From an optimization exercise on the open Yosys and OpenROAD flow, aimed at small area; shortcuts taken in it are not production practice. The RTL was checked by simulation tests, not by an equivalence proof against the original design. Power figures rest on the tool's default switching activity, not on a simulated workload.

Design dsrd_core, start of the top module:
module dsrd_core (
    input  wire       clk,
    input  wire       rst,         
    input  wire       tick,        
    input  wire       rx_valid,    
    input  wire [7:0] rx_data,
    output reg        sck,         
    output reg        lat,         
    output reg        blank,       
    output reg        drv_rst,     
    output reg        sda,         
    output reg  [7:0] row          
);
Size: ~6000 cells after synthesis, ~25 I/O pins.
==> module dsrd_core, before the edit <==
module dsrd_core (
    input  wire       clk,
    input  wire       rst,         
    input  wire       tick,        
    input  wire       rx_valid,    
    input  wire [7:0] rx_data,
    output reg        sck,         
    output reg        lat,         
    output reg        blank,       
    output reg        drv_rst,     
    output reg        sda,         
    output reg  [7:0] row          
);
    localparam [2:0] S_HOLD   = 3'd0,    
                     S_PULSE  = 3'd1,    
                     S_SETTLE = 3'd2,    
                     S_SHIFT  = 3'd3,    
                     S_LAT0   = 3'd4,    
                     S_LAT1   = 3'd5,    
                     S_BEND   = 3'd6,    
                     S_IDLE   = 3'd7;    
    reg  [2:0]  state;
    reg  [3:0]  bm;           
    reg  [3:0]  bd;
    reg         hi;           
    reg  [2:0]  rowcnt;
    reg  [2:0]  lag_lo;       
    reg  [12:0] lag_hi;
    reg         running;
    reg         bootf;        
    reg  [1:0]  cur_h, rx_h, next_h;
    reg         next_v;
    reg         collecting;
    reg  [2:0]  wr_row;       
    reg  [4:0]  col_ptr;      
    reg  [1:0]  prev_f;       
    reg  [2:0]  prev_r;
    reg  [4:0]  prev_lo;      
    reg  [1:0]  ph_f;         
    reg  [2:0]  ph_r;
    wire rx_go     = running && rx_valid;
    wire rx_sof    = rx_go && rx_data == 8'hFF;
    wire rx_store  = rx_go && rx_data != 8'hFF && collecting;
    wire publish   = rx_store && col_ptr == 5'd23 && wr_row == 3'd7;
    wire row_end   = (state == S_LAT1) && running;
    wire swap_req  = row_end && rowcnt == 3'd7;
    wire boot      = (state == S_BEND);
    wire [1:0] free_h     = 2'd3 - cur_h - rx_h;
    wire [1:0] pub_next_h = publish ? rx_h   : next_h;
    wire       pub_next_v = publish ? 1'b1   : next_v;
    wire [1:0] pub_rx_h   = publish ? free_h : rx_h;
    wire       do_swap    = swap_req && pub_next_v;
    always @(posedge clk) begin
        if (rst || boot) begin
            running    <= boot;
            collecting <= 1'b0;
            wr_row     <= 3'd0;
            col_ptr    <= 5'd0;
            prev_f     <= 2'd0;
            prev_r     <= 3'd0;
            prev_lo    <= 5'd24;
            cur_h      <= 2'd0;
            rx_h       <= 2'd1;
            next_h     <= 2'd0;
            next_v     <= 1'b0;
            bootf      <= 1'b1;
        end else begin
            if (rx_sof) begin
                collecting <= 1'b1;
                wr_row     <= 3'd0;
                col_ptr    <= 5'd0;
            end else if (rx_store) begin
                if (col_ptr == 5'd23) begin
                    col_ptr <= 5'd0;
                    prev_f  <= rx_h;
                    prev_r  <= wr_row;
                    prev_lo <= 5'd0;
                    wr_row  <= wr_row + 3'd1;
                    if (wr_row == 3'd7)
                        collecting <= 1'b0;
                end else begin
                    col_ptr <= col_ptr + 5'd1;
                    if (col_ptr == prev_lo)
                        prev_lo <= prev_lo + 5'd1;
                end
            end
            rx_h <= pub_rx_h;
            if (do_swap) begin
                cur_h  <= pub_next_h;
                next_v <= 1'b0;
                bootf  <= 1'b0;
            end else begin
                next_h <= pub_next_h;
                next_v <= pub_next_v;
            end
        end
    end
    wire [7:0] gamma_data;
    dsrd_gamma u_gamma (
        .din  (rx_data),
        .dout (gamma_data)
    );
    always @(posedge clk) begin
        if (rst) begin
            ph_f <= 2'd0;
            ph_r <= 3'd0;
        end else begin
            ph_r <= ph_r + 3'd1;
            if (ph_r == 3'd7)
                ph_f <= (ph_f == 2'd2) ? 2'd0 : ph_f + 2'd1;
        end
    end
    wire m_cur  = (ph_f == rx_h)   && (ph_r == wr_row);
    wire m_prev = (ph_f == prev_f) && (ph_r == prev_r);
    reg  [191:0] rowbuf;
    wire [23:0]  xfer;
    genvar c;
    generate
        for (c = 0; c < 24; c = c + 1) begin : g_rb
            always @(posedge clk)
                if (rx_store && col_ptr == c)
                    rowbuf[c*8 +: 8] <= gamma_data;
            assign xfer[c] = m_cur || (c >= prev_lo && m_prev);
        end
    endgenerate
    wire rd_bit;
    dsrd_framepool u_pool (
        .clk     (clk),
        .wr_data (rowbuf),
        .wr_en   (xfer),
        .rd_m    (bm),
        .rd_d    (bd),
        .rd_bit  (rd_bit)
    );
    wire lag_cy = tick && lag_lo == 3'd7;
    always @(posedge clk) begin
        if (rst || boot) begin
            lag_lo <= 3'd0;
            lag_hi <= 13'd0;
        end else begin
            if (tick)
                lag_lo <= lag_lo + 3'd1;
            if (lag_cy && !row_end)
                lag_hi <= lag_hi + 13'd1;
            else if (row_end && !lag_cy)
                lag_hi <= lag_hi - 13'd1;
        end
    end
    wire at_slot  = (ph_f == cur_h) && (ph_r == rowcnt);
    wire bit_wrap = (bm == 4'd0) && (bd == 4'd0);    
    wire data_bit = running ? (rd_bit & ~bootf) : 1'b1;
    always @(posedge clk) begin
        if (rst) begin
            state   <= S_HOLD;
            bm      <= 4'd0;
            bd      <= 4'd0;
            hi      <= 1'b0;
            rowcnt  <= 3'd0;
            sck     <= 1'b0;
            lat     <= 1'b1;
            blank   <= 1'b1;
            drv_rst <= 1'b1;
            sda     <= 1'b0;
            row     <= 8'd0;
        end else begin
            case (state)
                S_HOLD: if (tick) begin
                    drv_rst <= 1'b0;
                    state   <= S_PULSE;
                end
                S_PULSE: if (tick) begin
                    drv_rst <= 1'b1;
                    state   <= S_SETTLE;
                end
                S_SETTLE: if (tick) begin           
                    if (bm == 4'd3) begin
                        bm    <= 4'd0;
                        blank <= 1'b0;
                        bd    <= 4'd4;       
                        hi    <= 1'b0;
                        state <= S_SHIFT;
                    end else
                        bm <= bm + 4'd1;
                end
                S_SHIFT: begin
                    if (!hi) begin
                        if (bit_wrap) begin
                            sck <= 1'b0;
                            if (running) begin
                                row   <= 8'd1 << rowcnt;
                                state <= S_LAT0;
                            end else begin
                                lat   <= 1'b0;
                                state <= S_LAT1;
                            end
                        end else begin
                            sck <= 1'b0;
                            sda <= data_bit;
                            hi  <= 1'b1;
                            if (running && bm == 4'd8 && bd == 4'd10)    
                                row <= 8'd0;
                        end
                    end else begin
                        sck <= 1'b1;
                        hi  <= 1'b0;
                        if (bm == 4'd11) begin
                            bm <= 4'd0;
                            bd <= bd + 4'd1;
                        end else
                            bm <= bm + 4'd1;
                    end
                end
                S_LAT0: begin
                    lat   <= 1'b0;
                    state <= S_LAT1;
                end
                S_LAT1: begin
                    lat <= 1'b1;
                    if (running) begin
                        rowcnt <= rowcnt + 3'd1;
                        state  <= S_IDLE;
                    end else
                        state  <= S_BEND;
                end
                S_BEND: begin
                    blank  <= 1'b1;
                    rowcnt <= 3'd0;
                    state  <= S_IDLE;
                end
                default: if (!lag_hi[12] && at_slot) begin    
                    sda   <= data_bit;                        
                    hi    <= 1'b1;
                    state <= S_SHIFT;
                end
            endcase
        end
    end
endmodule
Settings: LEC_CHECK=0, CAP_MARGIN=20, CORE_MARGIN=2, CORE_UTILIZATION=45, CTS_CLUSTER_DIAMETER=120, CTS_CLUSTER_SIZE=30, PLACE_DENSITY=0.6, SLEW_MARGIN=20; clock period 10.0 ns.
run.sh (not shown) runs the stock make flow with config.mk's settings and CLKGATE_MAP_FILE= SYNTH_SCRIPT=/design/flow/synth_recipe.tcl, a recipe that flattens the netlist after the stock synthesis.
==> next run, changes <==
--- a/flow/design.v
+++ b/flow/design.v
@@ -320,6 +320,7 @@
                      S_BEND   = 3'd6,    
                      S_IDLE   = 3'd7;    
     reg  [2:0]  state;
+    reg  [1:0]  tcnt;
     reg  [3:0]  bm;           
     reg  [3:0]  bd;
     reg         hi;           
@@ -369,6 +370,8 @@
                 collecting <= 1'b1;
                 wr_row     <= 3'd0;
                 col_ptr    <= 5'd0;
+                if (col_ptr > prev_lo)
+                    prev_lo <= col_ptr;
             end else if (rx_store) begin
                 if (col_ptr == 5'd23) begin
                     col_ptr <= 5'd0;
@@ -378,11 +381,8 @@
                     wr_row  <= wr_row + 3'd1;
                     if (wr_row == 3'd7)
                         collecting <= 1'b0;
-                end else begin
+                end else
                     col_ptr <= col_ptr + 5'd1;
-                    if (col_ptr == prev_lo)
-                        prev_lo <= prev_lo + 5'd1;
-                end
             end
             rx_h <= pub_rx_h;
             if (do_swap) begin
@@ -420,7 +420,7 @@
             always @(posedge clk)
                 if (rx_store && col_ptr == c)
                     rowbuf[c*8 +: 8] <= gamma_data;
-            assign xfer[c] = m_cur || (c >= prev_lo && m_prev);
+            assign xfer[c] = (c < col_ptr) ? m_cur : (c >= prev_lo && m_prev);
         end
     endgenerate
     wire rd_bit;
@@ -452,6 +452,7 @@
     always @(posedge clk) begin
         if (rst) begin
             state   <= S_HOLD;
+            tcnt    <= 2'd0;
             bm      <= 4'd0;
             bd      <= 4'd0;
             hi      <= 1'b0;
@@ -472,15 +473,15 @@
                     drv_rst <= 1'b1;
                     state   <= S_SETTLE;
                 end
-                S_SETTLE: if (tick) begin           
-                    if (bm == 4'd3) begin
-                        bm    <= 4'd0;
+                S_SETTLE: if (tick) begin
+                    if (tcnt == 2'd3) begin
+                        tcnt  <= 2'd0;
                         blank <= 1'b0;
                         bd    <= 4'd4;       
                         hi    <= 1'b0;
                         state <= S_SHIFT;
                     end else
-                        bm <= bm + 4'd1;
+                        tcnt <= tcnt + 2'd1;
                 end
                 S_SHIFT: begin
                     if (!hi) begin
Routed wire length goes up slightly.
Power came out lower slightly.
Via count rose slightly.
Cell count went up slightly.
Setup slack gains 0.010 ns.
Design area rises slightly.
Fmax barely changes.
Register-to-register slack loses 0.10 ns.
Sequential cell count is higher by 2.
Worst hold slack gets worse by 0.019 ns.
Utilization came out lower by 0.11 points.
Die area grows slightly.
Non-clock buffer count is higher by 8.

## afterwards: timing with drivers on the ports
The results above use ideal ports. As a check the final layouts listed here were re-extracted and re-timed, cells and wires unchanged. Step 1 sets driving cells, clkbuf_16 on the clock port and buf_2 on the other inputs (assumed; they add their load-dependent delay and slew). Step 2, shift: input delay + t, output delay - t, t = (earliest + latest rising clock arrival at the registers) / 2. This alone moves slack from input paths to output paths. Three values: ideal ports, drivers, drivers and shift; two values: the first two.
| run | shift t [ns] | setup WS [ns] | hold WS [ns] | worst setup path at the end |
|---|---|---|---|---|
| the first run | 0.936 | 4.720 / 4.781 / 3.845 | 0.303 / 0.303 / 0.303 | input to register |
| the second run | 0.925 | 4.730 / 4.791 / 3.866 | 0.284 / 0.284 / 0.284 | input to register |
After both steps setup and hold are still met in every run listed. The setup slack of the first run, which loses most, moves by +0.061 ns with the drivers and by -0.875 ns with both steps.
